This is an optimization exercise on Yosys and OpenROAD, whose aim is small area, a short achievable clock period and few clock cycles per item, not a production implementation.
The RTL was checked by simulation tests, not by an equivalence proof against the original design.
Power figures rest on the tool's default switching activity, not on a simulated workload.

File: flow/run.sh
#!/bin/bash
# synth_recipe.tcl (not shown) runs the flow's synth.tcl, then flattens the netlist and writes it again
# the make line also repeats each setting of config.mk as NAME=value (left out here)
make -C /OpenROAD-flow-scripts/flow DESIGN_CONFIG=/design/flow/config.mk WORK_HOME=/design/flow/orfs CLKGATE_MAP_FILE= SYNTH_SCRIPT=/design/flow/synth_recipe.tcl finish
File: flow/config.mk
export PLATFORM = sky130hd
export DESIGN_NAME = owcrc_engine
export DESIGN_NICKNAME = owcrc_engine
export VERILOG_FILES = /design/flow/design.v
export SDC_FILE = /design/flow/constraint.sdc
export NUM_CORES = 4
export LEC_CHECK = 0
export CAP_MARGIN = 20
export CORE_MARGIN = 2
export CORE_UTILIZATION = 30
export SLEW_MARGIN = 20
File: flow/constraint.sdc
create_clock -name core_clock -period 12.0 [get_ports {clk}]
set_input_delay 2.4000 -clock core_clock [delete_from_list [all_inputs] [get_ports {clk}]]
set_output_delay 2.4000 -clock core_clock [all_outputs]
set_load 0.01 [all_outputs]
File: flow/design.v
module owcrc_engine (
    input  wire        clk,
    input  wire        rst,           
    input  wire        host_sel,
    input  wire        host_we,
    input  wire [7:0]  host_addr,
    input  wire [31:0] host_wdata,
    output reg  [31:0] host_rdata
);
    reg [31:0] cmd_q;
    reg        err, ill, wign;
    reg [15:0] crc_acc;
    reg [31:0] devid_lo, devid_hi;
    reg [6:0]  xfer_addr;
    reg [7:0]  xfer_reg;
    reg [4:0]  xfer_len;
    reg [15:0] data_q;
    reg [1:0]  cfg_speed;
    reg [2:0]  cfg_gsel, cfg_isel;
    reg [23:0] res;
    reg [31:0] buf0, buf1, buf2, buf3;
    reg        crc_run;       
    reg [1:0]  widx;          
    reg        lx_run;        
    reg [1:0]  lx_cnt;        
    wire busy = crc_run | lx_run;
    wire wr = host_sel &  host_we;
    wire a_lo = (host_addr[7:6] == 2'b00) && (host_addr[1:0] == 2'b00);
    wire a_hi = (host_addr[7:4] == 4'b0100) && (host_addr[1:0] == 2'b00);
    wire [3:0] ai = host_addr[5:2];
    wire s_cmd  = a_lo && ai == 4'd0;
    wire s_stat = a_lo && ai == 4'd1;
    wire s_crc  = a_lo && ai == 4'd2;
    wire s_dlo  = a_lo && ai == 4'd3;
    wire s_dhi  = a_lo && ai == 4'd4;
    wire s_xfer = a_lo && ai == 4'd5;
    wire s_data = a_lo && ai == 4'd6;
    wire s_cfg  = a_lo && ai == 4'd7;
    wire s_buf  = a_hi;
    wire dropable = s_cmd | s_crc | s_dlo | s_dhi | s_xfer | s_data | s_cfg | s_buf;
    wire wr_ok    = wr & ~busy;
    wire [31:0] status_word = {23'd0, wign, 3'd0, err, ill, 1'b0, err, busy};
    reg  [31:0] rd_lo, rd_buf;
    always @(*) begin
        case (ai)
            4'd0: rd_lo = cmd_q;
            4'd1: rd_lo = status_word;
            4'd2: rd_lo = {16'd0, crc_acc};
            4'd3: rd_lo = devid_lo;
            4'd4: rd_lo = devid_hi;
            4'd5: rd_lo = {11'd0, xfer_len, xfer_reg, 1'b0, xfer_addr};
            4'd6: rd_lo = {16'd0, data_q};
            4'd7: rd_lo = {21'd0, cfg_isel, 1'b0, cfg_gsel, 2'b00, cfg_speed};
            4'd8: rd_lo = {{10{res[21]}}, res[21:0]};
            default: rd_lo = 32'd0;
        endcase
        case (ai[1:0])
            2'd0: rd_buf = buf0;
            2'd1: rd_buf = buf1;
            2'd2: rd_buf = buf2;
            default: rd_buf = buf3;
        endcase
    end
    wire [31:0] rd_val = a_lo ? rd_lo : (a_hi ? rd_buf : 32'd0);
    function [15:0] crc8;
        input [15:0] c;
        input [7:0]  b;
        integer k;
        reg [15:0] x;
        begin
            x = c ^ {8'h00, b};
            for (k = 0; k < 8; k = k + 1)
                x = x[0] ? ((x >> 1) ^ 16'hA001) : (x >> 1);
            crc8 = x;
        end
    endfunction
    wire [15:0] crc_byte_res = crc8(crc_acc, data_q[7:0]);
    reg [31:0] cw;
    always @(*) begin
        case (widx)
            2'd0: cw = buf0;
            2'd1: cw = buf1;
            2'd2: cw = buf2;
            default: cw = buf3;
        endcase
    end
    wire [15:0] t1 = crc8(crc_acc, cw[7:0]);
    wire [15:0] t2 = crc8(t1, cw[15:8]);
    wire [15:0] t3 = crc8(t2, cw[23:16]);
    wire [15:0] t4 = crc8(t3, cw[31:24]);
    wire [4:0]  crem = xfer_len - {1'b0, widx, 2'b00};    
    wire        clast = (crem <= 5'd4);
    reg  [15:0] chunk;
    always @(*) begin
        if (!clast) chunk = t4;
        else case (crem[1:0])
            2'd1: chunk = t1;
            2'd2: chunk = t2;
            2'd3: chunk = t3;
            default: chunk = t4;
        endcase
    end
    wire        dneg  = data_q[15];
    wire [6:0]  dg5   = {3'd0, data_q[3:0]} * 7'd5 + (dneg ? 7'd7 : 7'd4);
    wire [3:0]  dg    = dg5[6:3];
    wire [11:0] dh    = data_q[15:4];
    wire [12:0] dt_v  = {dh[11], dh} * 13'sd10 + {9'd0, dg};
    wire        dt_ok = dneg ? (data_q >= 16'hFC8F) : (data_q <= 16'd2000);
    wire [16:0] bt_m  = {{4{data_q[12]}}, data_q[12:0]} * 17'd10;
    wire [12:0] bt_v  = bt_m[16:4];
    wire        lx_sel_ok = ~cfg_gsel[2] & (cfg_isel != 3'd7);
    wire [3:0]  lx_s   = {2'b00, cfg_gsel[1:0]} + {1'b0, cfg_isel};
    wire [19:0] lx_x   = {data_q, 3'b000} + {4'd0, data_q};    
    function [9:0] lx_step;            
        input [7:0] r;
        input [1:0] b;
        reg [9:0] t;
        reg [9:0] d1, d2, d3;
        begin
            t  = {r, b};
            d1 = t - 10'd250;
            d2 = t - 10'd500;
            d3 = t - 10'd750;
            if (t >= 10'd750)      lx_step = {2'd3, d3[7:0]};
            else if (t >= 10'd500) lx_step = {2'd2, d2[7:0]};
            else if (t >= 10'd250) lx_step = {2'd1, d1[7:0]};
            else                   lx_step = {2'd0, t[7:0]};
        end
    endfunction
    reg [11:0] lx_qn;
    reg [7:0]  lx_rn;
    reg [9:0]  lx_sr;
    integer j;
    always @(*) begin
        lx_qn = res[11:0];
        lx_rn = res[19:12];
        for (j = 0; j < 3; j = j + 1) begin
            lx_sr = lx_step(lx_rn, lx_qn[11:10]);
            lx_qn = {lx_qn[9:0], lx_sr[9:8]};
            lx_rn = lx_sr[7:0];
        end
    end
    reg [3:0] lx_h;
    always @(*) begin
        case (res[19:12])
            8'd0: lx_h = 4'd0;
            8'd1: lx_h = 4'd0;
            8'd2: lx_h = 4'd0;
            8'd3: lx_h = 4'd0;
            8'd4: lx_h = 4'd0;
            8'd5: lx_h = 4'd0;
            8'd6: lx_h = 4'd0;
            8'd7: lx_h = 4'd0;
            8'd8: lx_h = 4'd0;
            8'd9: lx_h = 4'd0;
            8'd10: lx_h = 4'd0;
            8'd11: lx_h = 4'd0;
            8'd12: lx_h = 4'd0;
            8'd13: lx_h = 4'd0;
            8'd14: lx_h = 4'd0;
            8'd15: lx_h = 4'd0;
            8'd16: lx_h = 4'd0;
            8'd17: lx_h = 4'd0;
            8'd18: lx_h = 4'd0;
            8'd19: lx_h = 4'd0;
            8'd20: lx_h = 4'd0;
            8'd21: lx_h = 4'd1;
            8'd22: lx_h = 4'd1;
            8'd23: lx_h = 4'd1;
            8'd24: lx_h = 4'd1;
            8'd25: lx_h = 4'd1;
            8'd26: lx_h = 4'd1;
            8'd27: lx_h = 4'd1;
            8'd28: lx_h = 4'd1;
            8'd29: lx_h = 4'd1;
            8'd30: lx_h = 4'd1;
            8'd31: lx_h = 4'd1;
            8'd32: lx_h = 4'd1;
            8'd33: lx_h = 4'd1;
            8'd34: lx_h = 4'd1;
            8'd35: lx_h = 4'd1;
            8'd36: lx_h = 4'd1;
            8'd37: lx_h = 4'd1;
            8'd38: lx_h = 4'd1;
            8'd39: lx_h = 4'd1;
            8'd40: lx_h = 4'd1;
            8'd41: lx_h = 4'd1;
            8'd42: lx_h = 4'd2;
            8'd43: lx_h = 4'd2;
            8'd44: lx_h = 4'd2;
            8'd45: lx_h = 4'd2;
            8'd46: lx_h = 4'd2;
            8'd47: lx_h = 4'd2;
            8'd48: lx_h = 4'd2;
            8'd49: lx_h = 4'd2;
            8'd50: lx_h = 4'd2;
            8'd51: lx_h = 4'd2;
            8'd52: lx_h = 4'd2;
            8'd53: lx_h = 4'd2;
            8'd54: lx_h = 4'd2;
            8'd55: lx_h = 4'd2;
            8'd56: lx_h = 4'd2;
            8'd57: lx_h = 4'd2;
            8'd58: lx_h = 4'd2;
            8'd59: lx_h = 4'd2;
            8'd60: lx_h = 4'd2;
            8'd61: lx_h = 4'd2;
            8'd62: lx_h = 4'd2;
            8'd63: lx_h = 4'd3;
            8'd64: lx_h = 4'd3;
            8'd65: lx_h = 4'd3;
            8'd66: lx_h = 4'd3;
            8'd67: lx_h = 4'd3;
            8'd68: lx_h = 4'd3;
            8'd69: lx_h = 4'd3;
            8'd70: lx_h = 4'd3;
            8'd71: lx_h = 4'd3;
            8'd72: lx_h = 4'd3;
            8'd73: lx_h = 4'd3;
            8'd74: lx_h = 4'd3;
            8'd75: lx_h = 4'd3;
            8'd76: lx_h = 4'd3;
            8'd77: lx_h = 4'd3;
            8'd78: lx_h = 4'd3;
            8'd79: lx_h = 4'd3;
            8'd80: lx_h = 4'd3;
            8'd81: lx_h = 4'd3;
            8'd82: lx_h = 4'd3;
            8'd83: lx_h = 4'd3;
            8'd84: lx_h = 4'd4;
            8'd85: lx_h = 4'd4;
            8'd86: lx_h = 4'd4;
            8'd87: lx_h = 4'd4;
            8'd88: lx_h = 4'd4;
            8'd89: lx_h = 4'd4;
            8'd90: lx_h = 4'd4;
            8'd91: lx_h = 4'd4;
            8'd92: lx_h = 4'd4;
            8'd93: lx_h = 4'd4;
            8'd94: lx_h = 4'd4;
            8'd95: lx_h = 4'd4;
            8'd96: lx_h = 4'd4;
            8'd97: lx_h = 4'd4;
            8'd98: lx_h = 4'd4;
            8'd99: lx_h = 4'd4;
            8'd100: lx_h = 4'd4;
            8'd101: lx_h = 4'd4;
            8'd102: lx_h = 4'd4;
            8'd103: lx_h = 4'd4;
            8'd104: lx_h = 4'd4;
            8'd105: lx_h = 4'd5;
            8'd106: lx_h = 4'd5;
            8'd107: lx_h = 4'd5;
            8'd108: lx_h = 4'd5;
            8'd109: lx_h = 4'd5;
            8'd110: lx_h = 4'd5;
            8'd111: lx_h = 4'd5;
            8'd112: lx_h = 4'd5;
            8'd113: lx_h = 4'd5;
            8'd114: lx_h = 4'd5;
            8'd115: lx_h = 4'd5;
            8'd116: lx_h = 4'd5;
            8'd117: lx_h = 4'd5;
            8'd118: lx_h = 4'd5;
            8'd119: lx_h = 4'd5;
            8'd120: lx_h = 4'd5;
            8'd121: lx_h = 4'd5;
            8'd122: lx_h = 4'd5;
            8'd123: lx_h = 4'd5;
            8'd124: lx_h = 4'd5;
            8'd125: lx_h = 4'd6;
            8'd126: lx_h = 4'd6;
            8'd127: lx_h = 4'd6;
            8'd128: lx_h = 4'd6;
            8'd129: lx_h = 4'd6;
            8'd130: lx_h = 4'd6;
            8'd131: lx_h = 4'd6;
            8'd132: lx_h = 4'd6;
            8'd133: lx_h = 4'd6;
            8'd134: lx_h = 4'd6;
            8'd135: lx_h = 4'd6;
            8'd136: lx_h = 4'd6;
            8'd137: lx_h = 4'd6;
            8'd138: lx_h = 4'd6;
            8'd139: lx_h = 4'd6;
            8'd140: lx_h = 4'd6;
            8'd141: lx_h = 4'd6;
            8'd142: lx_h = 4'd6;
            8'd143: lx_h = 4'd6;
            8'd144: lx_h = 4'd6;
            8'd145: lx_h = 4'd6;
            8'd146: lx_h = 4'd7;
            8'd147: lx_h = 4'd7;
            8'd148: lx_h = 4'd7;
            8'd149: lx_h = 4'd7;
            8'd150: lx_h = 4'd7;
            8'd151: lx_h = 4'd7;
            8'd152: lx_h = 4'd7;
            8'd153: lx_h = 4'd7;
            8'd154: lx_h = 4'd7;
            8'd155: lx_h = 4'd7;
            8'd156: lx_h = 4'd7;
            8'd157: lx_h = 4'd7;
            8'd158: lx_h = 4'd7;
            8'd159: lx_h = 4'd7;
            8'd160: lx_h = 4'd7;
            8'd161: lx_h = 4'd7;
            8'd162: lx_h = 4'd7;
            8'd163: lx_h = 4'd7;
            8'd164: lx_h = 4'd7;
            8'd165: lx_h = 4'd7;
            8'd166: lx_h = 4'd7;
            8'd167: lx_h = 4'd8;
            8'd168: lx_h = 4'd8;
            8'd169: lx_h = 4'd8;
            8'd170: lx_h = 4'd8;
            8'd171: lx_h = 4'd8;
            8'd172: lx_h = 4'd8;
            8'd173: lx_h = 4'd8;
            8'd174: lx_h = 4'd8;
            8'd175: lx_h = 4'd8;
            8'd176: lx_h = 4'd8;
            8'd177: lx_h = 4'd8;
            8'd178: lx_h = 4'd8;
            8'd179: lx_h = 4'd8;
            8'd180: lx_h = 4'd8;
            8'd181: lx_h = 4'd8;
            8'd182: lx_h = 4'd8;
            8'd183: lx_h = 4'd8;
            8'd184: lx_h = 4'd8;
            8'd185: lx_h = 4'd8;
            8'd186: lx_h = 4'd8;
            8'd187: lx_h = 4'd8;
            8'd188: lx_h = 4'd9;
            8'd189: lx_h = 4'd9;
            8'd190: lx_h = 4'd9;
            8'd191: lx_h = 4'd9;
            8'd192: lx_h = 4'd9;
            8'd193: lx_h = 4'd9;
            8'd194: lx_h = 4'd9;
            8'd195: lx_h = 4'd9;
            8'd196: lx_h = 4'd9;
            8'd197: lx_h = 4'd9;
            8'd198: lx_h = 4'd9;
            8'd199: lx_h = 4'd9;
            8'd200: lx_h = 4'd9;
            8'd201: lx_h = 4'd9;
            8'd202: lx_h = 4'd9;
            8'd203: lx_h = 4'd9;
            8'd204: lx_h = 4'd9;
            8'd205: lx_h = 4'd9;
            8'd206: lx_h = 4'd9;
            8'd207: lx_h = 4'd9;
            8'd208: lx_h = 4'd9;
            8'd209: lx_h = 4'd10;
            8'd210: lx_h = 4'd10;
            8'd211: lx_h = 4'd10;
            8'd212: lx_h = 4'd10;
            8'd213: lx_h = 4'd10;
            8'd214: lx_h = 4'd10;
            8'd215: lx_h = 4'd10;
            8'd216: lx_h = 4'd10;
            8'd217: lx_h = 4'd10;
            8'd218: lx_h = 4'd10;
            8'd219: lx_h = 4'd10;
            8'd220: lx_h = 4'd10;
            8'd221: lx_h = 4'd10;
            8'd222: lx_h = 4'd10;
            8'd223: lx_h = 4'd10;
            8'd224: lx_h = 4'd10;
            8'd225: lx_h = 4'd10;
            8'd226: lx_h = 4'd10;
            8'd227: lx_h = 4'd10;
            8'd228: lx_h = 4'd10;
            8'd229: lx_h = 4'd10;
            8'd230: lx_h = 4'd11;
            8'd231: lx_h = 4'd11;
            8'd232: lx_h = 4'd11;
            8'd233: lx_h = 4'd11;
            8'd234: lx_h = 4'd11;
            8'd235: lx_h = 4'd11;
            8'd236: lx_h = 4'd11;
            8'd237: lx_h = 4'd11;
            8'd238: lx_h = 4'd11;
            8'd239: lx_h = 4'd11;
            8'd240: lx_h = 4'd11;
            8'd241: lx_h = 4'd11;
            8'd242: lx_h = 4'd11;
            8'd243: lx_h = 4'd11;
            8'd244: lx_h = 4'd11;
            8'd245: lx_h = 4'd11;
            8'd246: lx_h = 4'd11;
            8'd247: lx_h = 4'd11;
            8'd248: lx_h = 4'd11;
            8'd249: lx_h = 4'd11;
            default: lx_h = 4'bxxxx;
        endcase
    end
    wire [8:0]  lx_f   = {res[19:12], 1'b0} + {5'd0, lx_h};
    wire [20:0] lx_af  = {res[11:0], lx_f};
    wire [3:0]  lx_rs  = 4'd9 - res[23:20];
    wire [20:0] lx_val = lx_af >> lx_rs;
    wire [7:0] op = host_wdata[7:0];
    wire hz      = (host_wdata[31:8] == 24'd0);
    wire op_nop  = hz && op == 8'h00;
    wire op_byte = hz && op == 8'h01;
    wire op_buf  = hz && op == 8'h02;
    wire op_dt   = hz && op == 8'h22;
    wire op_bt   = hz && op == 8'h32;
    wire op_lx   = hz && op == 8'h42;
    wire len_bad = (xfer_len > 5'd16);
    wire c_ill   = ~(op_nop | op_byte | op_buf | op_dt | op_bt | op_lx)
                   | (op_buf & len_bad) | (op_lx & ~lx_sel_ok);
    wire c_rng   = op_dt & ~dt_ok;
    wire start = wr_ok & s_cmd;
    always @(posedge clk)
        host_rdata <= rd_val;
    always @(posedge clk) begin
        if (rst) begin
            cmd_q     <= 32'd0;
            err       <= 1'b0;
            ill       <= 1'b0;
            wign      <= 1'b0;
            crc_acc   <= 16'd0;
            devid_lo  <= 32'd0;
            devid_hi  <= 32'd0;
            xfer_addr <= 7'd0;
            xfer_reg  <= 8'd0;
            xfer_len  <= 5'd0;
            data_q    <= 16'd0;
            cfg_speed <= 2'd0;
            cfg_gsel  <= 3'd1;
            cfg_isel  <= 3'd3;
            res       <= 24'd0;
            buf0      <= 32'd0;
            buf1      <= 32'd0;
            buf2      <= 32'd0;
            buf3      <= 32'd0;
            crc_run   <= 1'b0;
            widx      <= 2'd0;
            lx_run    <= 1'b0;
            lx_cnt    <= 2'd0;
        end else begin
            if (wr && s_stat && host_wdata[8])
                wign <= 1'b0;
            if (wr && dropable && busy)
                wign <= 1'b1;
            if (wr_ok) begin
                if (s_crc)  crc_acc  <= host_wdata[15:0];
                if (s_dlo)  devid_lo <= host_wdata;
                if (s_dhi)  devid_hi <= host_wdata;
                if (s_xfer) begin
                    xfer_addr <= host_wdata[6:0];
                    xfer_reg  <= host_wdata[15:8];
                    xfer_len  <= host_wdata[20:16];
                end
                if (s_data) data_q <= host_wdata[15:0];
                if (s_cfg) begin
                    cfg_speed <= host_wdata[1:0];
                    cfg_gsel  <= host_wdata[6:4];
                    cfg_isel  <= host_wdata[10:8];
                end
                if (s_buf) case (ai[1:0])
                    2'd0: buf0 <= host_wdata;
                    2'd1: buf1 <= host_wdata;
                    2'd2: buf2 <= host_wdata;
                    default: buf3 <= host_wdata;
                endcase
            end
            if (start) begin
                cmd_q <= host_wdata;
                err   <= c_ill | c_rng;
                ill   <= c_ill;
                if (op_byte)
                    crc_acc <= crc_byte_res;
                if (op_buf && !len_bad && xfer_len != 5'd0) begin
                    crc_acc <= chunk;
                    if (!clast) begin
                        crc_run <= 1'b1;
                        widx    <= 2'd1;
                    end
                end
                if (op_dt)
                    res <= dt_ok ? {{11{dt_v[12]}}, dt_v} : 24'd0;
                if (op_bt)
                    res <= {{11{bt_v[12]}}, bt_v};
                if (op_lx && lx_sel_ok) begin
                    res    <= {lx_s, lx_x[19:12], lx_x[11:0]};
                    lx_cnt <= 2'd0;
                    lx_run <= 1'b1;
                end
            end
            if (crc_run) begin
                crc_acc <= chunk;
                widx    <= widx + 2'd1;
                if (clast) begin
                    crc_run <= 1'b0;
                    widx    <= 2'd0;
                end
            end
            if (lx_run) begin
                lx_cnt <= lx_cnt + 2'd1;
                if (lx_cnt[1]) begin
                    res    <= {3'd0, lx_val};
                    lx_run <= 1'b0;
                end else
                    res[19:0] <= {lx_rn, lx_qn};
            end
        end
    end
endmodule
==> results of run 1 <==
## logic make-up (layout without fill, tap and decap cells)
logic type,count (synthesis),after routing
and+or+nand+nor,1069,1069
AOI/OAI and AO/OA,957,957
DFF,353,353
buffers and inverters,308,253
xor gates and xnor gates,164,164
adders and majority gates,90,90
muxes,71,71
## metrics by stage
stage | setup slack (ns) | instances
floorplan | 5.85 | 3012
global placement | 4.01 | 3867
detailed placement | 3.89 | 3867
CTS | 4.35 | 3935
global route | 3.58 | 3935
finish | 4.15 | 3935
## where the power goes
part           internal [mW]  switching [mW]  total, mW
Sequential              1.17        0.000639       1.17
Clock                  0.715           0.523       1.24
Combinational         0.0256          0.0692     0.0948
Total                   1.91           0.593       2.51
## cell usage in the layout (no fill, tap or decap), drive strengths merged, types with 10 or more instances in the layout
master,count
clkbuf,55
dfxtp,353
mux2i,33
nand2b,16
nor2b,22
nand3,53
ha,83
xnor2,111
o221ai,12
nor4,15
a22oi,43
o211ai,36
a21oi,424
clkinv,10
inv,58
a21o,40
buf,55
a222oi,56
a21boi,10
o21ai,136
o31ai,12
o22ai,14
and2,13
a211o,10
nand4,13
a31oi,21
xor2,53
and3,14
a211oi,33
nand2,723
nor3,29
mux4,32
a221oi,18
clkdlybuf4s50,72
o21a,11
nor2,134
## critical path: stages, from the launching register on
cell and delay [ns]:
sky130_fd_sc_hd__dfxtp_1 0.51, sky130_fd_sc_hd__inv_1 0.26, sky130_fd_sc_hd__ha_1 0.17, sky130_fd_sc_hd__or3b_4 0.39
sky130_fd_sc_hd__a211oi_2 0.73, sky130_fd_sc_hd__o2111a_1 0.38, sky130_fd_sc_hd__a211oi_4 0.08, sky130_fd_sc_hd__a211oi_2 0.80
sky130_fd_sc_hd__nand3_1 0.39, sky130_fd_sc_hd__a21boi_1 0.34, sky130_fd_sc_hd__nor3_1 0.09, sky130_fd_sc_hd__nor2_1 0.49
sky130_fd_sc_hd__inv_1 0.10, sky130_fd_sc_hd__ha_1 0.24, sky130_fd_sc_hd__o31ai_1 0.08, sky130_fd_sc_hd__a211oi_1 0.13
sky130_fd_sc_hd__a211o_1 0.31, sky130_fd_sc_hd__o41ai_4 0.47, sky130_fd_sc_hd__nand2_1 0.19, sky130_fd_sc_hd__a311oi_1 0.53
sky130_fd_sc_hd__nand2_1 0.31, sky130_fd_sc_hd__o31ai_1 0.50, sky130_fd_sc_hd__o21ai_1 0.13, sky130_fd_sc_hd__o22ai_1 0.15
## layer usage
metal | part of all wire | routed length [µm] | vias to the layer above
li1 | - | - | 10568
met5 | 0 | 0 | -
met3 | 0.081 | 7050 | 219
met1 | 0.41 | 35700 | 10839
met4 | 0.052 | 4540 | 0
met2 | 0.46 | 39600 | 1059
## final timing paths
kind                               endpoint  depth (start not counted)
setup / recovery            lx_h[0]$_DFF_P_                         23
hold reg to reg   devid_lo[22]$_SDFFE_PP0P_                          2
hold / removal    devid_lo[22]$_SDFFE_PP0P_                          2
setup reg to reg            lx_h[0]$_DFF_P_                         23
## layout make-up
type,count,area [µm²],area share
clock buffer,55,1120,0.0438
clock inverter,13,159,0.00623
inverter,58,218,0.00854
multi-input combinational,2351,14600,0.572
sequential,353,7070,0.277
tap,978,1220,0.0480
timing repair buffer,127,1140,0.0445
==> flow_summary_export.csv, run 1 <==
group,metric,value,unit
route,vias_per_cell,5.76,
placed_design,gpl.final_weighted_congestion,0.959,
route,detail_route.first_pass.iterations,9,
synth,synth_area_leaders,"sky130_fd_sc_hd__dfxtp_1 (31%), sky130_fd_sc_hd__nand2_1 (12%), sky130_fd_sc_hd__a21oi_1 (9.3%)",
floorplan,coreArea,75600,µm²
synth,yosysUniqueCellTypes,104,
global_routing,global_route.usage.met2,0.350,
min_path,worstHoldStart,"devid_lo[22]$_SDFFE_PP0P_",
clock_network,cts_htree_levels,2,
flow_run,cap_violations,0,
clock_network,path_clk_slew,0.06,ns
cells_and_area,fillerInstances,8086,
clock_network,cts_tree,"done",
sta,hold_ws,0.455,ns
synth,syn-instance-count,3012,
clock_network,post-cts-setup-buffers,0,
synth,synthSimpleGateAreaFrac,0.199,
cells_and_area,final_util,0.337,
setup_path,regToRegSetupSlack,4.15,ns
synth,dominantRegCellSynth,"sky130_fd_sc_hd__dfxtp_1",
floorplan,die_y,280,µm
global_routing,pin_count_of_the_biggest_net_entering_global_routing,94,
clock_network,cts-hold-fix-buffers,0,
power_and_ir_drop,power_leakage,8.72,nW
cells_and_area,post-route-cell-area,25500,µm²
clock_network,clock-root-buffer,"sky130_fd_sc_hd__clkbuf_16",
power_and_ir_drop,p_per_area,98.2,nW/µm²
setup_path,worstPathArrival,8.34,ns
sta,setup_violations,0,
power_and_ir_drop,max-vdd-ir-drop,0.115,mV
sta,clock_skew,0.0222,ns
synth,syn-num-nets,3146,
synth,synthMuxAreaShare,0.0490,
synth,async_flop_share,0,
floorplan,ioPinCount,76,
cells_and_area,antenna_cells_inserted,0,
cells_and_area,layout-area-overhead-vs-synth,11.8,%
route,detail_route.wl_per_cell,22.1,µm
synth,synth_top_family_by_area,"compound AO/OA/AOI/OAI gates",
setup_path,critPathCaptureType,"flop",
power_and_ir_drop,report.power.total,2.51,mW
synth,syn-cell-area,22800,µm²
sta,totalNegativeSetupSlack,0,ns
synth,synth.largest_area_cell,"sky130_fd_sc_hd__dfxtp_1",
setup_path,worstPathMaxFanout,14,
status,status,"no timing/DRC/antenna violations",
setup_path,worst-endpoint-required,12.49,ns
synth,synth_fa_ha_area_frac,0.0517,
sta,timing.final.crit_share,0.654,
route,antenna_left,0,
clock_network,clk-insertion-delay-late,0.58,ns
synth,synth_area_per_cell,7.57,µm²
route,route.final.wire_length,86900,µm
sta,timing.slew.headroom,0.242,
sta,fmax,127,MHz
global_routing,globalRouteMet3Util,0.0378,
synth,synth_xor_xnor_area_share,0.0633,
setup_path,crit_type,"flop to flop",
floorplan,design.die.area,78200,µm²
floorplan,floorplan.initialDensity,0.302,
setup_path,crit_path_from,"res[11]$_SDFFE_PP0P_",
setup_path,worstSetupStartpointType,"flop",
placed_design,detailed_place_hpwl,58000,µm
clock_network,cts_repair_resize_count,0,
synth,yosys.cell_count.top_type,"sky130_fd_sc_hd__nand2_1",
sta,finalMaxSlewViolations,0,
global_routing,met1_usage,0.276,
synth,ys_top_cells_by_count,"sky130_fd_sc_hd__nand2_1 (723), sky130_fd_sc_hd__a21oi_1 (423), sky130_fd_sc_hd__dfxtp_1 (353)",
floorplan,floorplan.die.width,280,µm
synth,synth.top_cell.area_share,0.310,
sta,worst_pin_slew,1.14,ns
global_routing,grt_antenna_before_repair,0,
global_routing,grt_pass1_vias,21385,
synth,complex_gate_fraction_of_the_synthesized_area,0.274,
sta,clock_period_minus_worst_slack,7.85,ns
global_routing,track_usage,0.216,
setup_path,reg2reg_from,"res[11]$_SDFFE_PP0P_",
synth,synth_edf_count,0,
synth,synth_seq_area_share,0.310,
floorplan,core.rowCount,101,
placed_design,port_buffer_cells,75,
synth,synth_warnings,1,
clock_network,cts_made_buffers,39,
route,drcViolationCount,0,
clock_network,cts_buffer_depth,3,
min_path,hp-class,"flop to flop",
global_routing,globalRoute.busiestLayer,"met2",
cells_and_area,design.final.nets,3064,
synth,synth_seq_cells,353,
sta,grt_setup_unrepaired,"no",
placed_design,placed_cell_area,24200,µm²
sta,hold_violation_count_in_the_final_report,0,
global_routing,gr-total-overflow,0,
route,drtIter0Drc,2715,
route,vias,22685,
global_routing,first_pass_grt_wire_length,132000,µm
cells_and_area,ratio_of_cells_with_drive_above_1_in_the_final_layout,0.0717,
clock_network,cts_num_sinks,353,
Testbench counts, summed over its fixed seeds: cycles 14,518, commands 1,920.
==> run 2: changes to the inputs <==
==> flow/flow/run.sh (new file) <==
#!/bin/bash
# Standard ORFS layout (the standard.sh, standard synthesis unchanged),
# with timing repair asked to leave more setup slack than the clock needs.
set -euo pipefail
MARGIN=$(cat flow/margin.txt)
bash standard.sh SETUP_SLACK_MARGIN=$MARGIN finish > standard.log 2>&1
==> flow/flow/margin.txt (new file) <==
7.5
==> flow/standard.sh (new file) <==
#!/bin/bash
# synth_recipe.tcl (not shown) runs the flow's synth.tcl, then flattens the netlist and writes it again
# the make line also repeats each setting of config.mk as NAME=value (left out here)
make -C /OpenROAD-flow-scripts/flow DESIGN_CONFIG=/design/flow/config.mk WORK_HOME=/design/flow/orfs CLKGATE_MAP_FILE= SYNTH_SCRIPT=/design/flow/synth_recipe.tcl "${@:-finish}"
removed: flow/run.sh
==> flow_summary_export.csv, run 2 <==
group,metric,value,unit
status,status,"no timing/DRC/antenna violations",
clock_network,cts_htree_levels,2,
clock_network,path_clk_slew,0.06,ns
placed_design,gpl.final_weighted_congestion,0.941,
flow_run,cap_violations,0,
route,wire_length_on_met1,36800,µm
cells_and_area,layout_common_cells,"sky130_fd_sc_hd__nand2_1 (707), sky130_fd_sc_hd__a21oi_1 (398), sky130_fd_sc_hd__dfxtp_1 (332)",
global_routing,grt_antenna_before_repair,2,
sta,hold_violation_count_in_the_final_report,0,
cells_and_area,layout-area-overhead-vs-synth,27.6,%
route,antenna_left,0,
floorplan,coreArea,75600,µm²
synth,synth.top_cell.area_share,0.310,
power_and_ir_drop,p_int,1.90,mW
sta,fmax,177,MHz
clock_network,cts_tree,"done",
synth,syn-num-nets,3146,
power_and_ir_drop,power.switching_fraction,0.248,
route,top_layer_used,"met4",
synth,ys_top_cells_by_count,"sky130_fd_sc_hd__nand2_1 (723), sky130_fd_sc_hd__a21oi_1 (423), sky130_fd_sc_hd__dfxtp_1 (353)",
synth,synth.largest_area_cell,"sky130_fd_sc_hd__dfxtp_1",
setup_path,critPathCaptureType,"flop",
setup_path,worstPathMaxFanout,12,
sta,finalMaxSlewViolations,0,
route,routed-wl-met3,7360,µm
min_path,hp-class,"flop to flop",
power_and_ir_drop,p_per_area,86.7,nW/µm²
route,vias,23676,
clock_network,cts_buffer_depth,3,
global_routing,first_pass_grt_wire_length,135000,µm
synth,synth_area_leaders,"sky130_fd_sc_hd__dfxtp_1 (31%), sky130_fd_sc_hd__nand2_1 (12%), sky130_fd_sc_hd__a21oi_1 (9.3%)",
sta,timing.slew.headroom,0.285,
cells_and_area,final_common_cell,"sky130_fd_sc_hd__nand2_1",
route,wl_met2,42100,µm
cells_and_area,final_util,0.385,
setup_path,reg2reg_from,"res[12]$_SDFFE_PP0P_",
sta,hold_ws,0.456,ns
route,vias_per_cell,5.75,
route,detail_route.wl_per_cell,21.9,µm
synth,yosysUniqueCellTypes,104,
clock_network,cts_num_sinks,353,
global_routing,pin_count_of_the_biggest_net_entering_global_routing,94,
synth,async_flop_share,0,
setup_path,worstSetupStartpointType,"input pin",
floorplan,core.rowCount,101,
synth,yosys.cell_count.top_type,"sky130_fd_sc_hd__nand2_1",
power_and_ir_drop,p_clk_frac,0.494,
synth,syn-cell-area,22800,µm²
power_and_ir_drop,power.share.sequential,0.464,
clock_network,cts_made_buffers,40,
synth,synth_seq_cells,353,
sta,timing.final.crit_share,0.472,
power_and_ir_drop,share_comb_of_total_power,0.042,
floorplan,floorplan.die.width,280,µm
min_path,holdPathEnd,"devid_hi[15]$_SDFFE_PP0P_",
setup_path,reg2reg_depth,27,
route,drcViolationCount,0,
sta,setup_violations,0,
cells_and_area,layout.cells.non_filler,4117,
synth,synth_area_per_cell,7.57,µm²
synth,synth_warnings,1,
min_path,worstHoldStart,"devid_hi[15]$_SDFFE_PP0P_",
floorplan,design.die.area,78200,µm²
sta,clock_skew,0.0321,ns
sta,clock_period_minus_worst_slack,5.66,ns
floorplan,floorplan.initialDensity,0.302,
clock_network,clk-insertion-delay-late,0.60,ns
route,detail_route.first_pass.iterations,7,
power_and_ir_drop,power_leakage,10.1,nW
power_and_ir_drop,max-vdd-ir-drop,0.118,mV
placed_design,port_buffer_cells,75,
route,route.final.wire_length,90000,µm
floorplan,die_y,280,µm
clock_network,cts-hold-fix-buffers,0,
synth,synth_edf_count,0,
global_routing,track_usage,0.218,
cells_and_area,fillerInstances,7640,
placed_design,dp_cells,3871,
route,drtIter0Drc,2683,
clock_network,clock-root-buffer,"sky130_fd_sc_hd__clkbuf_16",
setup_path,r2r_end,"lx_h[0]$_DFF_P_",
sta,totalNegativeSetupSlack,0,ns
sta,worst_pin_slew,1.07,ns
synth,dominantRegCellSynth,"sky130_fd_sc_hd__dfxtp_1",
power_and_ir_drop,power_switching,0.625,mW
sta,grt_setup_unrepaired,"yes",
placed_design,detailed_place_hpwl,56400,µm
setup_path,crit_type,"input pin to flop",
cells_and_area,ratio_of_cells_with_drive_above_1_in_the_final_layout,0.215,
global_routing,gr-total-overflow,0,
setup_path,worstPathArrival,6.11,ns
synth,syn-instance-count,3012,
setup_path,regToRegSetupSlack,6.36,ns
floorplan,ioPinCount,76,
synth,synth_seq_area_share,0.310,
cells_and_area,design.final.nets,3245,
global_routing,grt_pass1_vias,22125,
setup_path,worst-endpoint-required,12.45,ns
min_path,whs_path_depth,2,
## run 2: logic make-up after synthesis
group                      after synthesis  share of synthesized area
DFF                                    353                      0.310
muxes                                   71                     0.0490
adders and majority gates               90                     0.0517
buffers and inverters                  308                     0.0534
AOI/OAI and AO/OA                      957                      0.274
and+or+nand+nor                       1069                      0.199
xor gates and xnor gates               164                     0.0633
## run 2: metrics by stage
| step | cell area, µm² | power, mW | setup WS [ns] |
|---|---|---|---|
| 5_1_grt | 29100 | 2.58 | 6.19 |
| 4_1_cts | 28000 | 2.53 | 6.49 |
| 3_5_place_dp | 24500 | 1.29 | 4.59 |
| 2_1_floorplan | 23100 | 1.25 | 6.34 |
| 3_3_place_gp | 24500 | 1.29 | 4.73 |
| 6_report | 29100 | 2.52 | 6.34 |
## run 2: how the worst max path moves through the flow
stage	start	endpoint	slack [ns]
final	host_wdata[10]	lx_h[0]$_DFF_P_	6.34
after detailed placement	host_wdata[10]	lx_h[0]$_DFF_P_	4.59
after floorplan	res[11]$_SDFFE_PP0P_	lx_h[0]$_DFF_P_	6.34
after global placement	host_wdata[10]	lx_h[0]$_DFF_P_	4.73
after global routing	res[12]$_SDFFE_PP0P_	lx_h[0]$_DFF_P_	6.19
after CTS	res[12]$_SDFFE_PP0P_	lx_h[1]$_DFF_P_	6.49
## run 2: area by class of cell
type                       count  area (µm²)  share of cell area
inverter                      58         234             0.00804
timing repair buffer         306        2770              0.0950
sequential                   353        7130               0.245
multi-input combinational   2352       16400               0.565
clock buffer                  55        1110              0.0381
clock inverter                13         188             0.00645
antenna                        2        5.00            0.000172
tap                          978        1220              0.0421
## run 2: critical path: stages
cell and delay [ns]:
sky130_fd_sc_hd__buf_4 0.18, sky130_fd_sc_hd__nor4_4 0.29, sky130_fd_sc_hd__nand4_1 0.21, sky130_fd_sc_hd__nor2_4 0.20
sky130_fd_sc_hd__and2_4 0.18, sky130_fd_sc_hd__and3b_2 0.31, sky130_fd_sc_hd__nand2_8 0.09, sky130_fd_sc_hd__nand2_4 0.13
sky130_fd_sc_hd__a21oi_4 0.06, sky130_fd_sc_hd__buf_4 0.16, sky130_fd_sc_hd__o21ai_4 0.24, sky130_fd_sc_hd__o21ai_0 0.20
sky130_fd_sc_hd__nand3_1 0.13, sky130_fd_sc_hd__nor3_1 0.07, sky130_fd_sc_hd__or4_4 0.58, sky130_fd_sc_hd__a22oi_2 0.20
sky130_fd_sc_hd__a311oi_2 0.08, sky130_fd_sc_hd__a211oi_1 0.25, sky130_fd_sc_hd__o22ai_1 0.12
## run 2: per-layer routing
| layer | GRT usage | vias to the layer above |
|---|---|---|
| met5 | 0 | - |
| met4 | 0.0868 | 0 |
| met3 | 0.0312 | 225 |
| met2 | 0.359 | 1199 |
| met1 | 0.286 | 11329 |
| li1 | - | 10923 |
## run 2: what timing repair did
| action | CTS | global route |
|---|---|---|
| gates resized for setup | 393 | 128 |
| setup buffers | 130 | 40 |
| gates cloned | 1 | 5 |
| endpoints found under the setup margin | 185 | 90 |
| pin swaps | 114 | 89 |
## run 2: power groups by stage
stage | sequential, mW | clock [mW] | combinational (mW)
after global routing | 1.17 | 1.30 | 0.109
after global placement | 1.20 | 0 | 0.0941
after CTS | 1.17 | 1.26 | 0.101
after floorplan | 1.20 | 0 | 0.0540
after detailed placement | 1.20 | 0 | 0.0945
final | 1.17 | 1.25 | 0.106

## static timing again, ports no longer ideal
Ports are ideal in the flow. The routed layouts listed here were re-timed in OpenROAD.
Step 1 sets driving cells, clkbuf_16 on the clock port and buf_2 on the other inputs (assumed; they add their load-dependent delay and slew).
Step 2 adds t to the input delays and takes it off the output delays; t is the mean of the earliest and latest rising clock arrival at the registers after step 1. Input paths then give back, and output paths get back, about the clock's delay inside the block.
a / b / c = no drivers / after step 1 / after step 2; a / b = the first two.
run	t (ns)	setup slack, ns	hold slack, ns	worst setup path at the end
run 1	0.625	4.149 / 4.149 / 3.793	0.455 / 0.455 / 0.455	input to register
run 2	0.643	6.340 / 6.363 / 5.720	0.456 / 0.456 / 0.456	input to register
After both steps setup and hold are still met in every run listed. For run 2, which loses most, drivers alone change the setup slack by +0.023 ns; drivers and shift together by -0.620 ns.
